This design comes from an exercise in tuning for small area, a short achievable clock period and few clock cycles on the open sky130 flow, not from production work. Function was checked by simulation only, so behaviour that the tests miss may differ from the original. Power is estimated from default activity; no workload was simulated.

==> design/flow/flow/run.sh <==
#!/bin/bash
# Standard ORFS layout (the standard.sh, with its synthesis unchanged). The timing repair
# steps are asked to leave a larger setup margin, and may resize cells to any footprint.
# The tools' output goes to flow.log in this folder.
set -euo pipefail
ARGS=$(cat flow/repair_args.txt)
bash standard.sh $ARGS finish > flow.log 2>&1
==> design/flow/flow/repair_args.txt <==
SETUP_SLACK_MARGIN=13.5 MATCH_CELL_FOOTPRINT=0
==> design/flow/standard.sh <==
#!/bin/bash
# synth_recipe.tcl (not shown) runs the flow's synth.tcl, then flattens the netlist and writes it again
# the make line also repeats each setting of config.mk as NAME=value (left out here)
make -C /OpenROAD-flow-scripts/flow DESIGN_CONFIG=/design/flow/config.mk WORK_HOME=/design/flow/orfs CLKGATE_MAP_FILE= SYNTH_SCRIPT=/design/flow/synth_recipe.tcl "${@:-finish}"
==> design/flow/config.mk <==
export PLATFORM = sky130hd
export DESIGN_NAME = rtcc_rsdec
export DESIGN_NICKNAME = rtcc_rsdec
export VERILOG_FILES = /design/flow/design.v
export SDC_FILE = /design/flow/constraint.sdc
export NUM_CORES = 4
export LEC_CHECK = 0
export CAP_MARGIN = 20
export CORE_MARGIN = 2
export CORE_UTILIZATION = 50
export PLACE_DENSITY = 0.65
export SLEW_MARGIN = 20
==> design/flow/constraint.sdc <==
create_clock -name core_clock -period 18.0 [get_ports {clk}]
set_input_delay 3.6000 -clock core_clock [delete_from_list [all_inputs] [get_ports {clk}]]
set_output_delay 3.6000 -clock core_clock [all_outputs]
set_load 0.01 [all_outputs]
==> design/flow/design.v <==
module rtcc_gf_mul (
    input  wire [7:0] a,
    input  wire [7:0] b,
    input  wire [5:0] mh,
    output reg  [7:0] p
);
    integer i, j;
    reg [14:0] c;
    function [7:0] red(input [14:0] x, input integer mm, input [8:0] poly);
        integer q;
        reg [14:0] y;
        begin
            y = x;
            for (q = 14; q >= mm; q = q - 1)
                if (q <= 2 * mm - 2 && y[q]) y = y ^ ({6'd0, poly} << (q - mm));
            red = y[7:0];
        end
    endfunction
    always @* begin
        c = 15'd0;
        for (i = 0; i < 8; i = i + 1)
            for (j = 0; j < 8; j = j + 1)
                c[i + j] = c[i + j] ^ (a[i] & b[j]);
        p = ({8{mh[0]}} & red(c, 3, 9'h00b)) | ({8{mh[1]}} & red(c, 4, 9'h013)) |
            ({8{mh[2]}} & red(c, 5, 9'h025)) | ({8{mh[3]}} & red(c, 6, 9'h043)) |
            ({8{mh[4]}} & red(c, 7, 9'h089)) | ({8{mh[5]}} & red(c, 8, 9'h11d));
    end
endmodule
module rtcc_gf_cmul #(parameter integer K = 1) (
    input  wire [7:0] v,
    input  wire [5:0] mh,
    output reg  [7:0] p
);
    function [7:0] f(input [7:0] x, input integer mm, input [8:0] poly);
        integer j;
        reg [8:0] y;
        reg [7:0] z;
        begin
            z = x;
            for (j = 0; j < (K < 0 ? -K : K); j = j + 1) begin
                if (K > 0) begin
                    y = {z, 1'b0};
                    if (y[mm]) y = y ^ poly;
                    z = y[7:0];
                end else begin
                    y = {1'b0, z};
                    if (z[0]) y = y ^ poly;
                    z = y[8:1];
                end
            end
            f = z;
        end
    endfunction
    always @* begin
        p = ({8{mh[0]}} & f(v, 3, 9'h00b)) | ({8{mh[1]}} & f(v, 4, 9'h013)) |
            ({8{mh[2]}} & f(v, 5, 9'h025)) | ({8{mh[3]}} & f(v, 6, 9'h043)) |
            ({8{mh[4]}} & f(v, 7, 9'h089)) | ({8{mh[5]}} & f(v, 8, 9'h11d));
    end
endmodule
module rtcc_gf_sq (
    input  wire [7:0] v,
    input  wire [5:0] mh,
    output reg  [7:0] p
);
    function [7:0] f(input [7:0] x, input integer mm, input [8:0] poly);
        integer q;
        reg [14:0] y;
        begin
            y = 15'd0;
            for (q = 0; q < 8; q = q + 1) y[2 * q] = x[q];
            for (q = 14; q >= mm; q = q - 1)
                if (q <= 2 * mm - 2 && y[q]) y = y ^ ({6'd0, poly} << (q - mm));
            f = y[7:0];
        end
    endfunction
    always @* begin
        p = ({8{mh[0]}} & f(v, 3, 9'h00b)) | ({8{mh[1]}} & f(v, 4, 9'h013)) |
            ({8{mh[2]}} & f(v, 5, 9'h025)) | ({8{mh[3]}} & f(v, 6, 9'h043)) |
            ({8{mh[4]}} & f(v, 7, 9'h089)) | ({8{mh[5]}} & f(v, 8, 9'h11d));
    end
endmodule
module rtcc_rsdec (
    input  wire       clk,
    input  wire       rst,
    input  wire [3:0] cfg_m,
    input  wire [3:0] cfg_r,
    input  wire [7:0] cfg_n,
    input  wire       in_valid,
    output wire       in_ready,
    input  wire [7:0] in_sym,
    output reg        cor_valid,
    output reg  [7:0] cor_pos,
    output reg  [7:0] cor_val,
    output reg        done,
    output reg        res_fail,
    output reg  [1:0] res_reason,
    output reg  [3:0] res_ncorr,
    output reg  [3:0] res_degl,
    output reg  [3:0] res_len
);
    integer i;
    genvar g;
    reg  [7:0] a_cnt;
    reg  [5:0] a_mh;             
    reg  [3:0] a_r;
    reg  [7:0] a_n;
    reg  [7:0] as [0:7];
    reg        in_rdy;
    reg        q_full;
    reg  [5:0] q_mh;
    reg  [3:0] q_r;
    reg  [7:0] q_n;
    reg  [7:0] qs [0:7];
    reg        q2_full;
    reg  [5:0] q2_mh;
    reg  [3:0] q2_r;
    reg  [7:0] q2_n;
    reg  [7:0] q2s [0:7];
    assign in_ready = in_rdy;
    wire accept  = in_valid && in_rdy;
    wire a_first = (a_cnt == 8'd0);
    wire a_last  = !a_first && (a_cnt + 8'd1 == a_n);
    wire a_last1 = a_first ? (cfg_n == 8'd2) : (a_cnt + 8'd2 == a_n);
    wire [7:0] as_mul [0:7];
    generate
        for (g = 0; g < 8; g = g + 1) begin : g_as
            rtcc_gf_cmul #(.K(g + 1)) u_c (.v(as[g]), .mh(a_mh), .p(as_mul[g]));
        end
    endgenerate
    localparam S_IDLE = 0;
    localparam S_BMT  = 1;       
    localparam S_BMI  = 2;       
    localparam S_CK   = 3;       
    localparam S_CH1  = 4;       
    localparam S_OM   = 5;       
    localparam S_CH2  = 7;       
    localparam S_FN   = 8;       
    localparam S_TR   = 9;       
    localparam S_TR2  = 10;      
    localparam S_TR3  = 11;      
    reg  [11:0] st;
    reg  [5:0] p_mh;
    reg  [3:0] p_r;
    reg  [7:0] p_n;
    reg  [7:0] ps   [0:7];       
    reg  [7:0] lam  [0:8];       
    reg  [7:0] bp   [0:8];       
    reg  [7:0] bm_b, bm_d, dacc, lnq;
    reg  [3:0] bm_L, bm_Ln, bm_s, bm_t, bm_tl, idx, bidx;
    reg  [7:0] o1a, o2a, o3b;    
    reg        bm_lok, bm_lc, bval, pend;
    reg  [3:0] dl;               
    reg  [7:0] xe;               
    reg  [8:0] rN, rn;           
    reg  [3:0] vm, im;           
    reg  [3:0] cin, call;
    reg        fast;
    reg        c1v, c1eN, c1en;   
    reg  [3:0] c1mi, c1ma;      
    reg  [3:0] r2m;              
    reg  [7:0] r2odd [0:3];
    reg  [7:0] r2xe, r2pb;
    reg  [3:0] emitted;
    reg  [3:0] ok, olim;
    reg  [3:0] oi0;              
    reg  [2:0] os0;              
    reg  [2:0] ov;
    reg        olast;
    reg  [3:0] fk, fi;
    reg        fh;
    wire p_fin;
    wire p_load = q_full && !q_zero && (st[S_IDLE] || p_fin);
    wire p_take = (st[S_IDLE] && q_full) || p_load;
    wire [7:0] nmax = {p_mh[5], p_mh[5] | p_mh[4], |p_mh[5:3], |p_mh[5:2], |p_mh[5:1], 3'b111};
    wire [3:0] m_m1 = {1'b0, |p_mh[5:2], p_mh[0] | p_mh[1] | p_mh[4] | p_mh[5],
                       p_mh[1] | p_mh[3] | p_mh[5]};       
    wire [7:0] trmask = {2'b00, p_mh[5] | p_mh[3], 1'b0, p_mh[1] | p_mh[2], 2'b00,
                         p_mh[0] | p_mh[2] | p_mh[4]};     
    reg [3:0] deg_l;
    always @* begin
        deg_l = 4'd0;
        for (i = 1; i <= 8; i = i + 1)
            if (lam[i] != 8'd0) deg_l = i;
    end
    reg q_zero;
    always @* begin
        q_zero = 1'b1;
        for (i = 0; i < 8; i = i + 1)
            if (i < q_r && qs[i] != 8'd0) q_zero = 1'b0;
    end
    reg  [7:0] m1a, m1b, m2a, m2b, m3a, m3b;
    wire [7:0] m1p, m2p, m3p;
    rtcc_gf_mul u_m1 (.a(m1a), .b(m1b), .mh(p_mh), .p(m1p));
    rtcc_gf_mul u_m2 (.a(m2a), .b(m2b), .mh(p_mh), .p(m2p));
    rtcc_gf_mul u_m3 (.a(m3a), .b(m3b), .mh(p_mh), .p(m3p));
    wire [7:0] sqp;
    rtcc_gf_sq  u_sq (.v(m2p), .mh(p_mh), .p(sqp));
    wire [7:0] l1 [1:8];         
    wire [7:0] l2 [1:4];         
    wire [7:0] l3 [1:4];         
    wire [7:0] l4 [1:4];         
    generate
        for (g = 1; g <= 8; g = g + 1) begin : g_l1
            rtcc_gf_cmul #(.K(-g)) u_c (.v(bp[g]), .mh(p_mh), .p(l1[g]));
        end
        for (g = 1; g <= 4; g = g + 1) begin : g_l234
            rtcc_gf_cmul #(.K(-2 * g)) u_c2 (.v(bp[g]), .mh(p_mh), .p(l2[g]));
            rtcc_gf_cmul #(.K(-3 * g)) u_c3 (.v(bp[g]), .mh(p_mh), .p(l3[g]));
            rtcc_gf_cmul #(.K(-4 * g)) u_c4 (.v(bp[g]), .mh(p_mh), .p(l4[g]));
        end
    endgenerate
    wire [7:0] xe1, xe4, ta1, ta2, ta3;
    rtcc_gf_cmul #(.K(-1)) u_xe1 (.v(xe), .mh(p_mh), .p(xe1));
    rtcc_gf_cmul #(.K(-4)) u_xe4 (.v(xe), .mh(p_mh), .p(xe4));
    rtcc_gf_cmul #(.K(-1)) u_ta1 (.v(8'd1), .mh(p_mh), .p(ta1));
    rtcc_gf_cmul #(.K(-2)) u_ta2 (.v(8'd1), .mh(p_mh), .p(ta2));
    rtcc_gf_cmul #(.K(-3)) u_ta3 (.v(8'd1), .mh(p_mh), .p(ta3));
    reg [7:0] lv   [0:3];        
    reg [7:0] lodd [0:3];        
    reg [3:0] lroot;
    always @* begin
        lv[0]   = lam[0] ^ bp[1] ^ bp[2] ^ bp[3] ^ bp[4] ^ bp[5] ^ bp[6] ^ bp[7] ^ bp[8];
        lodd[0] = bp[1] ^ bp[3] ^ bp[5] ^ bp[7];
        lv[1]   = lam[0] ^ l1[1] ^ l1[2] ^ l1[3] ^ l1[4];
        lodd[1] = l1[1] ^ l1[3];
        lv[2]   = lam[0] ^ l2[1] ^ l2[2] ^ l2[3] ^ l2[4];
        lodd[2] = l2[1] ^ l2[3];
        lv[3]   = lam[0] ^ l3[1] ^ l3[2] ^ l3[3] ^ l3[4];
        lodd[3] = l3[1] ^ l3[3];
        for (i = 0; i < 4; i = i + 1) begin
            lroot[i] = (lv[i] == 8'd0) && vm[i];
        end
    end
    wire [3:0] cin_n  = cin + c1mi[0] + c1mi[1] + c1mi[2] + c1mi[3];
    wire [3:0] call_n = call + c1ma[0] + c1ma[1] + c1ma[2] + c1ma[3];
    wire [8:0] step   = fast ? 9'd4 : 9'd1;
    wire [8:0] rN_n   = (rN > step) ? rN - step : 9'd0;
    wire [8:0] rn_n   = (rn > step) ? rn - step : 9'd0;
    wire [3:0] vm_n   = {fast && rN_n > 9'd3, fast && rN_n > 9'd2, fast && rN_n > 9'd1,
                         rN_n != 9'd0};
    wire [3:0] im_n   = {rn_n > 9'd3, rn_n > 9'd2, rn_n > 9'd1, rn_n != 9'd0};
    reg  [1:0] rj;
    always @* begin
        if      (r2m[0]) rj = 2'd0;
        else if (r2m[1]) rj = 2'd1;
        else if (r2m[2]) rj = 2'd2;
        else             rj = 2'd3;
    end
    reg  [7:0] tabj;
    always @* begin
        case (rj)
        2'd0:    tabj = 8'd1;
        2'd1:    tabj = ta1;
        2'd2:    tabj = ta2;
        default: tabj = ta3;
        endcase
    end
    wire [7:0] lnew = m1p ^ m2p;
    wire [7:0] dfin = dacc ^ (pend ? m3p : 8'd0);
    wire       lc   = (dfin != 8'd0) && bm_lok;
    wire       c1_go = (call_n == dl) || c1eN || (dl == 4'd1 && c1en);
    assign p_fin = (st[S_CK] && deg_l != bm_L) ||
                   (st[S_CH1] && c1v && cin_n != dl &&
                    (c1_go || (dl == 4'd2 && c1en && lam[1] == 8'd0))) ||
                   st[S_TR3] ||
                   (st[S_CH2] && r2m == 4'd0 && !im[0]) ||
                   (st[S_FN] && !fh && fi == 4'd0 && emitted + 4'd1 == dl);
    wire [7:0] osum = dacc ^ (ov[0] ? m1p : 8'd0) ^ (ov[1] ? m2p : 8'd0) ^ (ov[2] ? m3p : 8'd0);
    wire [3:0] ok_n = ok - 4'd1;
    wire [3:0] olim_n = (ok_n < dl) ? ok_n : dl;
    always @* begin
        m1a = st[S_CH2] ? r2xe : o1a;   m1b = st[S_CH2] ? tabj : bm_b;
        m2a = o2a;                      m2b = bm_d;
        m3a = lnq;                      m3b = o3b;
    end
    function [7:0] lam_at(input [3:0] k);
        lam_at = (k <= 4'd8) ? lam[k] : 8'd0;
    endfunction
    function [7:0] bsh_at(input [3:0] k, input [3:0] sh);    
        bsh_at = (k >= sh) ? bp[k - sh] : 8'd0;
    endfunction
    reg  [3:0] la_i, lb_i, lc_i, bb_i;
    reg        bb_v;
    reg  [2:0] p0_i, p1_i, p2_i;
    always @* begin
        la_i = 4'd0; lb_i = 4'd1; lc_i = 4'd2;
        p0_i = p_r[2:0] - 3'd1;
        p1_i = p_r[2:0] - 3'd2;
        p2_i = p_r[2:0] - 3'd3;
        bb_i = bm_L - bm_s;
        bb_v = (bm_L >= bm_s);
        if (st[S_BMT]) la_i = bm_L;
        if (st[S_BMI]) begin
            la_i = idx - 4'd1;
            bb_i = bidx - 4'd1;
            bb_v = bval && (bidx != 4'd0);
            p2_i = bm_t[2:0] + 3'd1 - idx[2:0];
        end
        if (st[S_OM]) begin
            if (olast) begin
                p0_i = ok_n[2:0];
                p1_i = ok_n[2:0] - 3'd1;
                p2_i = ok_n[2:0] - 3'd2;
            end else begin
                la_i = oi0 + 4'd3;
                lb_i = oi0 + 4'd4;
                lc_i = oi0 + 4'd5;
                p0_i = os0 - 3'd3;
                p1_i = os0 - 3'd4;
                p2_i = os0 - 3'd5;
            end
        end
        if (st[S_FN]) p0_i = fk[2:0] - 3'd1;
    end
    wire [7:0] la_v = lam_at(la_i);
    wire [7:0] lb_v = lam_at(lb_i);
    wire [7:0] lc_v = lam_at(lc_i);
    wire [7:0] bb_v8 = bb_v ? bp[bb_i] : 8'd0;
    wire [7:0] p0_v = ps[p0_i];
    wire [7:0] p1_v = ps[p1_i];
    wire [7:0] p2_v = ps[p2_i];
    wire q2_mv  = q2_full && (!q_full || p_take);
    wire q_busy = q2_full && !q2_mv;
    always @(posedge clk) begin
        cor_valid <= 1'b0;
        done      <= 1'b0;
        begin
            in_rdy <= (accept && a_last) || !(q_busy && (a_last || a_last1));
            q2_full <= q_busy || (accept && a_last);
            q_full  <= (q_full && !p_take) || q2_mv;
            if (q2_mv) begin
                for (i = 0; i < 8; i = i + 1) qs[i] <= q2s[i];
                q_mh <= q2_mh;
                q_r  <= q2_r;
                q_n  <= q2_n;
            end
            if (accept) begin
                a_cnt <= a_last ? 8'd0 : a_cnt + 8'd1;
                if (a_first) begin
                    a_mh <= {cfg_m == 4'd8, cfg_m == 4'd7, cfg_m == 4'd6,
                             cfg_m == 4'd5, cfg_m == 4'd4, cfg_m == 4'd3};
                    a_r  <= cfg_r;
                    a_n  <= cfg_n;
                end
                for (i = 0; i < 8; i = i + 1)
                    as[i] <= a_first ? in_sym : (as_mul[i] ^ in_sym);
                if (a_last) begin
                    for (i = 0; i < 8; i = i + 1) q2s[i] <= as_mul[i] ^ in_sym;
                    q2_mh <= a_mh;
                    q2_r  <= a_r;
                    q2_n  <= a_n;
                end
            end
            case (1'b1)
            st[S_IDLE]: begin
                if (q_full) begin
                    if (q_zero) begin
                        done       <= 1'b1;
                        res_fail   <= 1'b0;
                        res_reason <= 2'd0;
                        res_ncorr  <= 4'd0;
                        res_degl   <= 4'd0;
                        res_len    <= 4'd0;
                    end
                end
            end
            st[S_BMT]: begin
                if (bm_t == p_r) begin
                    st <= 12'd1 << S_CK;
                end else begin
                    bm_d  <= dfin;
                    bm_lc <= lc;
                    if (lc) begin
                        bm_Ln <= bm_tl;
                        idx   <= bm_tl;
                        bidx  <= bm_tl - bm_s;
                        bval  <= (bm_tl >= bm_s);
                        o1a   <= 8'd0;       
                        o2a   <= bsh_at(bm_tl, bm_s);
                    end else begin
                        bm_Ln <= bm_L;
                        idx   <= bm_L;
                        bidx  <= bm_L - bm_s;
                        bval  <= (bm_L >= bm_s);
                        o1a   <= la_v;
                        o2a   <= bb_v8;
                    end
                    dacc <= 8'd0;
                    pend <= 1'b0;
                    st   <= 12'd1 << S_BMI;
                end
            end
            st[S_BMI]: begin
                lam[idx] <= lnew;
                if (bm_lc) bp[idx] <= o1a;
                dacc <= dfin;
                lnq  <= lnew;
                o3b  <= p2_v;
                o1a  <= la_v;
                o2a  <= bb_v8;
                pend <= (bm_t + 4'd1 < p_r) && (idx <= bm_t + 4'd1);
                bidx <= bidx - 4'd1;
                bval <= bval && (bidx != 4'd0);
                if (idx == 4'd0) begin
                    bm_t   <= bm_t + 4'd1;
                    bm_tl  <= bm_t + 4'd2 - bm_Ln;
                    bm_lok <= ({bm_Ln, 1'b0} <= {1'b0, bm_t} + 5'd1);
                    if (bm_lc) begin
                        bm_b <= bm_d;
                        bm_s <= 4'd1;
                    end else begin
                        bm_s <= bm_s + 4'd1;
                    end
                    bm_L <= bm_Ln;
                    st   <= (bm_t + 4'd1 == p_r) ? (12'd1 << S_CK) : (12'd1 << S_BMT);
                end else begin
                    idx <= idx - 4'd1;
                end
            end
            st[S_CK]: begin
                dl <= deg_l;
                if (deg_l != bm_L) begin
                    done       <= 1'b1;
                    res_fail   <= 1'b1;
                    res_reason <= 2'd1;
                    res_ncorr  <= 4'd0;
                    res_degl   <= deg_l;
                    res_len    <= bm_L;
                    st         <= 12'd1 << S_IDLE;
                end else if (deg_l == 4'd1) begin
                    fast  <= 1'b1;
                    ok    <= p_r - 4'd1;
                    olim  <= (p_r - 4'd1 < 4'd1) ? p_r - 4'd1 : 4'd1;
                    oi0   <= 4'd0;
                    os0   <= p_r[2:0] - 3'd1;
                    ov    <= {1'b0, p_r != 4'd1, 1'b1};
                    olast <= 1'b1;
                    dacc  <= 8'd0;
                    o1a   <= lam[0];
                    bm_b  <= p0_v;
                    o2a   <= lam[1];
                    bm_d  <= p1_v;
                    lnq   <= lam[2];
                    o3b   <= p2_v;
                    st    <= 12'd1 << S_OM;
                end else begin
                    for (i = 1; i <= 8; i = i + 1) bp[i] <= lam[i];
                    rN   <= {1'b0, nmax};
                    rn   <= {1'b0, p_n};
                    vm   <= {deg_l <= 4'd4, deg_l <= 4'd4, deg_l <= 4'd4, 1'b1};
                    im   <= {p_n > 8'd3, p_n > 8'd2, 2'b11};
                    cin  <= 4'd0;
                    call <= 4'd0;
                    c1v  <= 1'b0;
                    fast <= (deg_l <= 4'd4);
                    st   <= 12'd1 << S_CH1;
                end
            end
            st[S_CH1]: begin
                c1v   <= 1'b1;
                c1mi  <= lroot & im;
                c1ma  <= lroot;
                c1eN  <= (rN_n == 9'd0);
                c1en  <= (rn_n == 9'd0);
                rN    <= rN_n;
                rn    <= rn_n;
                vm    <= vm_n;
                im    <= im_n;
                if (fast) begin
                    for (i = 1; i <= 4; i = i + 1) bp[i] <= l4[i];
                end else begin
                    for (i = 1; i <= 8; i = i + 1) bp[i] <= l1[i];
                end
                if (c1v) begin
                    cin  <= cin_n;
                    call <= call_n;
                    if (cin_n == dl) begin
                        ok    <= p_r - 4'd1;
                        olim  <= (p_r - 4'd1 < dl) ? p_r - 4'd1 : dl;
                        oi0   <= 4'd0;
                        os0   <= p_r[2:0] - 3'd1;
                        ov    <= {(p_r - 4'd1 < dl ? p_r - 4'd1 : dl) >= 4'd2,
                                  (p_r - 4'd1 < dl ? p_r - 4'd1 : dl) >= 4'd1, 1'b1};
                        olast <= ((p_r - 4'd1 < dl ? p_r - 4'd1 : dl) <= 4'd2);
                        dacc  <= 8'd0;
                        o1a   <= lam[0];
                        bm_b  <= p0_v;
                        o2a   <= lam[1];
                        bm_d  <= p1_v;
                        lnq   <= lam[2];
                        o3b   <= p2_v;
                        st    <= 12'd1 << S_OM;
                    end else if (call_n == dl || c1eN || (dl == 4'd1 && c1en)) begin
                        done       <= 1'b1;
                        res_fail   <= 1'b1;
                        res_reason <= (call_n == dl || dl == 4'd1) ? 2'd2 : 2'd1;
                        res_ncorr  <= 4'd0;
                        res_degl   <= dl;
                        res_len    <= bm_L;
                        st         <= 12'd1 << S_IDLE;
                    end else if (dl == 4'd2 && c1en) begin
                        if (lam[1] == 8'd0) begin
                            done       <= 1'b1;
                            res_fail   <= 1'b1;
                            res_reason <= 2'd1;
                            res_ncorr  <= 4'd0;
                            res_degl   <= dl;
                            res_len    <= bm_L;
                            st         <= 12'd1 << S_IDLE;
                        end else begin
                            bm_d <= lam[1];
                            o2a  <= 8'd1;
                            o1a  <= lam[0];
                            bm_b <= lam[2];
                            fi   <= m_m1;
                            st   <= 12'd1 << S_TR;
                        end
                    end
                end
            end
            st[S_TR]: begin
                o2a <= sqp;
                lnq <= sqp;
                o3b <= sqp;
                fi  <= fi - 4'd1;
                if (fi == 4'd1) st <= 12'd1 << S_TR2;
            end
            st[S_TR2]: begin
                o1a  <= m1p;         
                bm_b <= m3p;         
                st   <= 12'd1 << S_TR3;
            end
            st[S_TR3]: begin
                done       <= 1'b1;
                res_fail   <= 1'b1;
                res_reason <= (^(m1p & trmask)) ? 2'd1 : 2'd2;
                res_ncorr  <= 4'd0;
                res_degl   <= dl;
                res_len    <= bm_L;
                st         <= 12'd1 << S_IDLE;
            end
            st[S_OM]: begin
                if (olast) begin
                    ps[ok[2:0]] <= osum;
                    dacc <= 8'd0;
                    if (ok == 4'd0) begin
                        for (i = 1; i <= 8; i = i + 1) bp[i] <= lam[i];
                        xe      <= 8'd1;
                        rN      <= {1'b0, nmax};
                        rn      <= {1'b0, p_n};
                        vm      <= {fast, fast, fast, 1'b1};
                        im      <= {p_n > 8'd3, p_n > 8'd2, 2'b11};
                        r2m     <= 4'd0;
                        emitted <= 4'd0;
                        st      <= 12'd1 << S_CH2;
                    end else begin
                        ok    <= ok_n;
                        olim  <= olim_n;
                        oi0   <= 4'd0;
                        os0   <= ok_n[2:0];
                        ov    <= {olim_n >= 4'd2, olim_n >= 4'd1, 1'b1};
                        olast <= (olim_n <= 4'd2);
                        o1a   <= lam[0];
                        bm_b  <= p0_v;
                        o2a   <= lam[1];
                        bm_d  <= p1_v;
                        lnq   <= lam[2];
                        o3b   <= p2_v;
                    end
                end else begin
                    dacc  <= osum;
                    oi0   <= oi0 + 4'd3;
                    os0   <= os0 - 3'd3;
                    ov    <= {oi0 + 4'd5 <= olim, oi0 + 4'd4 <= olim, oi0 + 4'd3 <= olim};
                    olast <= (oi0 + 4'd5 >= olim);
                    o1a   <= la_v;
                    bm_b  <= p0_v;
                    o2a   <= lb_v;
                    bm_d  <= p1_v;
                    lnq   <= lc_v;
                    o3b   <= p2_v;
                end
            end
            st[S_CH2]: begin
                if (r2m != 4'd0) begin
                    bm_b    <= m1p;              
                    bm_d    <= r2odd[rj];        
                    cor_pos <= r2pb - {6'd0, rj};
                    r2m     <= r2m & ~(4'd1 << rj);
                    o2a     <= 8'd1;             
                    fk      <= p_r - 4'd1;
                    o1a     <= p0_v;             
                    fh      <= 1'b1;
                    fi      <= m_m1;
                    st      <= 12'd1 << S_FN;
                end else if (!im[0]) begin
                    done       <= 1'b1;
                    res_fail   <= 1'b1;
                    res_reason <= 2'd2;
                    res_ncorr  <= 4'd0;
                    res_degl   <= dl;
                    res_len    <= bm_L;
                    st         <= 12'd1 << S_IDLE;
                end else begin
                    r2m  <= lroot & im;
                    for (i = 0; i < 4; i = i + 1) r2odd[i] <= lodd[i];
                    r2xe <= xe;
                    r2pb <= rn[7:0] - 8'd1;
                    rN   <= rN_n;
                    rn   <= rn_n;
                    vm   <= vm_n;
                    im   <= im_n;
                    xe   <= fast ? xe4 : xe1;
                    if (fast) begin
                        for (i = 1; i <= 4; i = i + 1) bp[i] <= l4[i];
                    end else begin
                        for (i = 1; i <= 8; i = i + 1) bp[i] <= l1[i];
                    end
                end
            end
            st[S_FN]: begin
                if (fh) begin
                    if (fk == 4'd0) begin
                        o3b <= m1p;
                        fh  <= 1'b0;
                    end else begin
                        o1a <= m1p ^ p0_v;
                        fk  <= fk - 4'd1;
                    end
                end
                if (fi != 4'd0) begin
                    o2a <= sqp;
                    lnq <= sqp;
                    fi  <= fi - 4'd1;
                end
                if (!fh && fi == 4'd0) begin
                    cor_valid <= 1'b1;
                    cor_val   <= m3p;
                    emitted   <= emitted + 4'd1;
                    if (emitted + 4'd1 == dl) begin
                        done       <= 1'b1;
                        res_fail   <= 1'b0;
                        res_reason <= 2'd0;
                        res_ncorr  <= dl;
                        res_degl   <= dl;
                        res_len    <= bm_L;
                        st         <= 12'd1 << S_IDLE;
                    end else begin
                        st <= 12'd1 << S_CH2;
                    end
                end
            end
            default: st <= 12'd1 << S_IDLE;
            endcase
        end
        if (p_load) begin
            for (i = 0; i < 8; i = i + 1) ps[i] <= qs[i];
            p_mh <= q_mh;
            p_r  <= q_r;
            p_n  <= q_n;
            for (i = 0; i <= 8; i = i + 1) begin
                lam[i] <= (i == 0) ? 8'd1 : 8'd0;
                bp[i]  <= (i == 0) ? 8'd1 : 8'd0;
            end
            bm_b   <= 8'd1;
            bm_L   <= 4'd0;
            bm_s   <= 4'd1;
            bm_t   <= 4'd0;
            bm_tl  <= 4'd1;
            bm_lok <= 1'b1;
            dacc   <= qs[0];
            pend   <= 1'b0;
            st     <= 12'd1 << S_BMT;
        end
        if (rst) begin
            a_cnt     <= 8'd0;
            in_rdy    <= 1'b1;
            q_full    <= 1'b0;
            q2_full   <= 1'b0;
            st        <= 12'd1 << S_IDLE;
            cor_valid <= 1'b0;
            done      <= 1'b0;
        end
    end
endmodule
==> reports/qor.txt <==
OUTCOME
----------------------------------------------------------------------------------------------------
Run status ............................................................................  timing/DRC/antenna clean

STA
----------------------------------------------------------------------------------------------------
Worst clock skew ......................................................................   0.05284 ns
Number of endpoints with negative hold slack in the final report ......................            0
Final slew viol count .................................................................            0
Slew Limit Headroom ...................................................................       0.1051
Final worst path period share .........................................................       0.2791
Setup violators final .................................................................            0
Highest attainable clock frequency ....................................................   0.1991 GHz
Worst Hold Slack ......................................................................    0.4174 ns
Final critical-path required period ...................................................     5.023 ns
Fin Setup TNS .........................................................................         0 ns
Setup repair after global routing missed its margin ...................................         true
Crit path setup slack, layout .........................................................     12.98 ns
Worst-Margin Slew .....................................................................     1.339 ns

LAYOUT
----------------------------------------------------------------------------------------------------
Final #Nets ...........................................................................         6698
Most frequent standard cell in the layout excluding fill and tap cells ................ sky130_fd_sc_hd__nand2_1
Final core utilization ................................................................       0.5939
Area growth from synthesis to layout ..................................................       18.20%
Highest-count cells in the layout ignoring fill and taps .............................. sky130_fd_sc_hd__nand2_1, sky130_fd_sc_hd__xnor2_1, sky130_fd_sc_hd__edfxtp_1, sky130_fd_sc_hd__xor2_1, sky130_fd_sc_hd__nor2_1
Share of cells above drive strength 1 .................................................       0.1924

DIE
----------------------------------------------------------------------------------------------------
Initial core utilization ..............................................................       0.5024
Die span in y .........................................................................       356 µm
Floorplan die area ....................................................................   0.1267 mm²
Core outline area .....................................................................   0.1233 mm²
Number of top-level pins ..............................................................           61
Chip width ............................................................................       356 µm
Number of placement rows ..............................................................          129

CTS
----------------------------------------------------------------------------------------------------
Largest buffer count on any clock path ................................................            3
CTS H-Tree Depth ......................................................................            3
Clock-pin slew reported for the worst setup and hold paths after clock tree synthesis .      0.06 ns
Number of sinks on the clock net ......................................................          813
Hold buffers post-CTS .................................................................            0
TritonCTS clock tree ..................................................................         done
Clock insertion delay at the later pin of the skew report .............................      0.74 ns
Clock tree root driver cell ........................................................... sky130_fd_sc_hd__clkbuf_16
CTS Buf Count .........................................................................           92

CRITICAL PATH
----------------------------------------------------------------------------------------------------
Worst Reg2Reg Path Length in Cells ....................................................           17
Slowest stage delay, CP ...............................................................      0.51 ns
Cell family with most CP delay ........................................................   flip-flops
CP Max Fanout .........................................................................            1
Worst reg2reg setup slack .............................................................     13.19 ns
Startpoint types ......................................................................    flip-flop
Critical path capture point type ......................................................   output pin
List of cells traversed by the critical path ..........................................     clkbuf_2
Worst Path Arrival ....................................................................      1.42 ns
Critical R2R Capture .................................................................. res_reason[1]
Setup Crit Path Kind .................................................................. flip-flop to output pin
Worst path slowest cell ............................................................... sky130_fd_sc_hd__edfxtp_1
Number of buffers and inverters on the critical path ..................................            1
Worst Path Required ...................................................................     14.40 ns
Launch point of the worst reg-to-reg path .............................................       r2m[1]
Source of the critical timing path .................................................... res_reason[1]

PLACEMENT
----------------------------------------------------------------------------------------------------
Number of port buffers ................................................................           60
Half-perimeter wire length after detailed placement ...................................    175800 µm
Last weighted congestion value of the routability-driven placer .......................        1.027
Worst-case setup slack after placement ................................................     11.49 ns

ROUTE
----------------------------------------------------------------------------------------------------
Final routed wirelength across all metal layers .......................................    267200 µm
DRT Pass-1 Iters ......................................................................           10
Number of DRC markers in iteration 0 ..................................................         9617
Count of nets left with antenna violations after detail routing .......................            0
Average wire per standard cell ........................................................     32.20 µm
Vias ..................................................................................        56810
Number of remaining DRC errors ........................................................            0
Via density per instance ..............................................................        6.845

GLOBAL ROUTE
----------------------------------------------------------------------------------------------------
Vias in the first global route ........................................................        51720
Antenna violations before repair ......................................................            8
GRT Residual Overflow .................................................................            0
Maximum number of pins on one net before global-route repair ..........................           75
GR Util All Layers ....................................................................       0.4017
Global-route wire length before repair ................................................    371300 µm

YOSYS
----------------------------------------------------------------------------------------------------
Share of synthesized registers carrying an async set or reset .........................            0
Synth Net Count .......................................................................         6564
Post-Synthesis Cell Area ..............................................................  0.06195 mm²
Average instance area after synthesis .................................................    9.612 µm²
Synthesized instance count ............................................................         6445
Seq cells post-synth ..................................................................          813
Distinct cell type count after synthesis ..............................................          101
Most used DFF post-synth .............................................................. sky130_fd_sc_hd__edfxtp_1
Count of flip-flops with a built-in enable after synthesis ............................          683
YS warnings ...........................................................................           34
Sequential element share of the synthesized area ......................................       0.3731

WORST HOLD PATH
----------------------------------------------------------------------------------------------------
Cells on Worst Hold Path ..............................................................            0
Source of the worst hold timing path ..................................................       q_n[6]
Endpoint of the worst hold path .......................................................       p_n[6]
Type of the tightest min-delay check .................................................. flip-flop to flip-flop

RUN
----------------------------------------------------------------------------------------------------
Total of max-cap violations ...........................................................            0

PWR
----------------------------------------------------------------------------------------------------
Power per cell area ................................................................... 64.55 mW/mm²
Maximum resistive drop on vdd .........................................................    0.1007 mV
Leakage power .........................................................................   0.02634 µW

-- final cells by class --
type,instances,area [µm²]
fill,10370,50080
sequential,813,23120
multi-input combinational,4959,38770
timing repair inverter,1,8.758
antenna,3,7.507
clock buffer,112,2447
timing repair buffer,577,5517
clock inverter,62,759.5
inverter,135,551.8
tap,1637,2048
-- report_power, final --
part	leakage, µW	total [µW]	switching (µW)	internal, µW
sequential	0.00726	2130	53.2	2070
clock	0.00152	2000	882	1120
combinational	0.0176	598	342	257
total	0.0263	4730	1280	3450
-- state kept, by name, indices dropped and copies added, names as in the netlist, 9 cells and up --
name	cells
ps	64
q2s	64
r2odd	32
st	11
bp	128
lam	72
rn	9
as	64
qs	64
rN	9
-- cells in the mapped netlist, types with 40 or more instances --
| library cell | n | area share |
|---|---|---|
| sky130_fd_sc_hd__nand2_1 | 807 | 0.049 |
| sky130_fd_sc_hd__xnor2_1 | 742 | 0.10 |
| sky130_fd_sc_hd__edfxtp_1 | 683 | 0.33 |
| sky130_fd_sc_hd__xor2_1 | 526 | 0.074 |
| sky130_fd_sc_hd__nor2_1 | 457 | 0.028 |
| sky130_fd_sc_hd__clkbuf_1 | 410 | 0.025 |
| sky130_fd_sc_hd__a21oi_1 | 311 | 0.025 |
| sky130_fd_sc_hd__o21ai_0 | 293 | 0.024 |
| sky130_fd_sc_hd__mux4_2 | 137 | 0.050 |
| sky130_fd_sc_hd__dfxtp_1 | 130 | 0.042 |
| sky130_fd_sc_hd__nand3_1 | 124 | 0.010 |
| sky130_fd_sc_hd__inv_1 | 120 | 0.0073 |
| sky130_fd_sc_hd__a211oi_1 | 114 | 0.014 |
| sky130_fd_sc_hd__a22oi_1 | 113 | 0.014 |
| sky130_fd_sc_hd__mux2i_1 | 102 | 0.016 |
| sky130_fd_sc_hd__buf_1 | 100 | 0.0061 |
| sky130_fd_sc_hd__ha_1 | 82 | 0.017 |
| sky130_fd_sc_hd__a221oi_1 | 80 | 0.011 |
| sky130_fd_sc_hd__o21a_1 | 74 | 0.0090 |
| sky130_fd_sc_hd__nor3_1 | 72 | 0.0058 |
| sky130_fd_sc_hd__a222oi_1 | 62 | 0.010 |
| sky130_fd_sc_hd__o211ai_1 | 58 | 0.0070 |
| sky130_fd_sc_hd__nor4_1 | 52 | 0.0053 |
| sky130_fd_sc_hd__xnor3_1 | 46 | 0.017 |
| sky130_fd_sc_hd__o22ai_1 | 43 | 0.0043 |
| sky130_fd_sc_hd__a31oi_1 | 40 | 0.0040 |
| sky130_fd_sc_hd__nand4_1 | 40 | 0.0040 |
| sky130_fd_sc_hd__nor2b_1 | 40 | 0.0040 |
-- per-stage QoR --
step / cells / area [µm²] / power (µW)
3_3_place_gp: 7771 / 64060 / 2681
5_1_grt: 8297 / 73230 / 4846
3_5_place_dp: 7771 / 64080 / 2691
6_report: 8299 / 73230 / 4727
2_1_floorplan: 6445 / 62020 / 2545
4_1_cts: 8115 / 70110 / 4683
-- cells by family after synthesis --
kind of cell / after synthesis / share of synthesized area
AOI/OAI and AO/OA: 1477 / 0.1621
xor gates and xnor gates: 1339 / 0.2041
adders and majority gates: 92 / 0.01979
buffers and inverters: 677 / 0.04189
DFF: 813 / 0.3731
muxes: 280 / 0.07374
and+or+nand+nor: 1767 / 0.1253
-- timing repair --
action                                 4_1_cts  5_1_grt
resized for setup                          364      317
setup endpoints to repair                  771      442
endpoints found under the hold margin        0        0
cloned                                      25       18
pin swaps                                   63      128
buffers inserted                           145      162
-- worst max-delay path by stage --
stage,endpoint,depth (start not counted)
floorplan,q2_mh[0],4
global placement,bp[2][4],19
detailed placement,bp[4][0],19
CTS,res_reason[0],1
global route,res_reason[0],1
finish,res_reason[1],1
-- layer usage --
layer	track usage	share of wire
met1	0.5279	0.36
met2	0.5676	0.41
met3	0.1341	0.15
met4	0.2521	0.082
met5	0	0.00024
Testbench counts, summed over its fixed seeds: cycles 17,661.

## what the ideal ports hide
How much do the figures lean on ideal ports? The routed layout below was timed once more, with nothing changed but the port constraints.
Step 1: set_driving_cell puts a clkbuf_16 on clk and a buf_2 on each other input, an assumption about the parent block.
Step 2 times the ports against the registers' clock, not the clock port: input delays grow and output delays shrink by t, the midpoint of the rising clock arrivals with the driver on.
Three values: ideal, step 1, step 2; two values: the first two.
t, ns: 0.797
setup slack, ns: 12.977 / 12.893 / 12.738
worst hold slack (ns): 0.417 / 0.417 / 0.417
worst slew at a driven data input, ns: 0.04
pins driven straight from the clock port: 1
After both steps setup and hold are still met in this run. For this run, drivers alone change the setup slack by -0.084 ns; drivers and shift together by -0.239 ns.
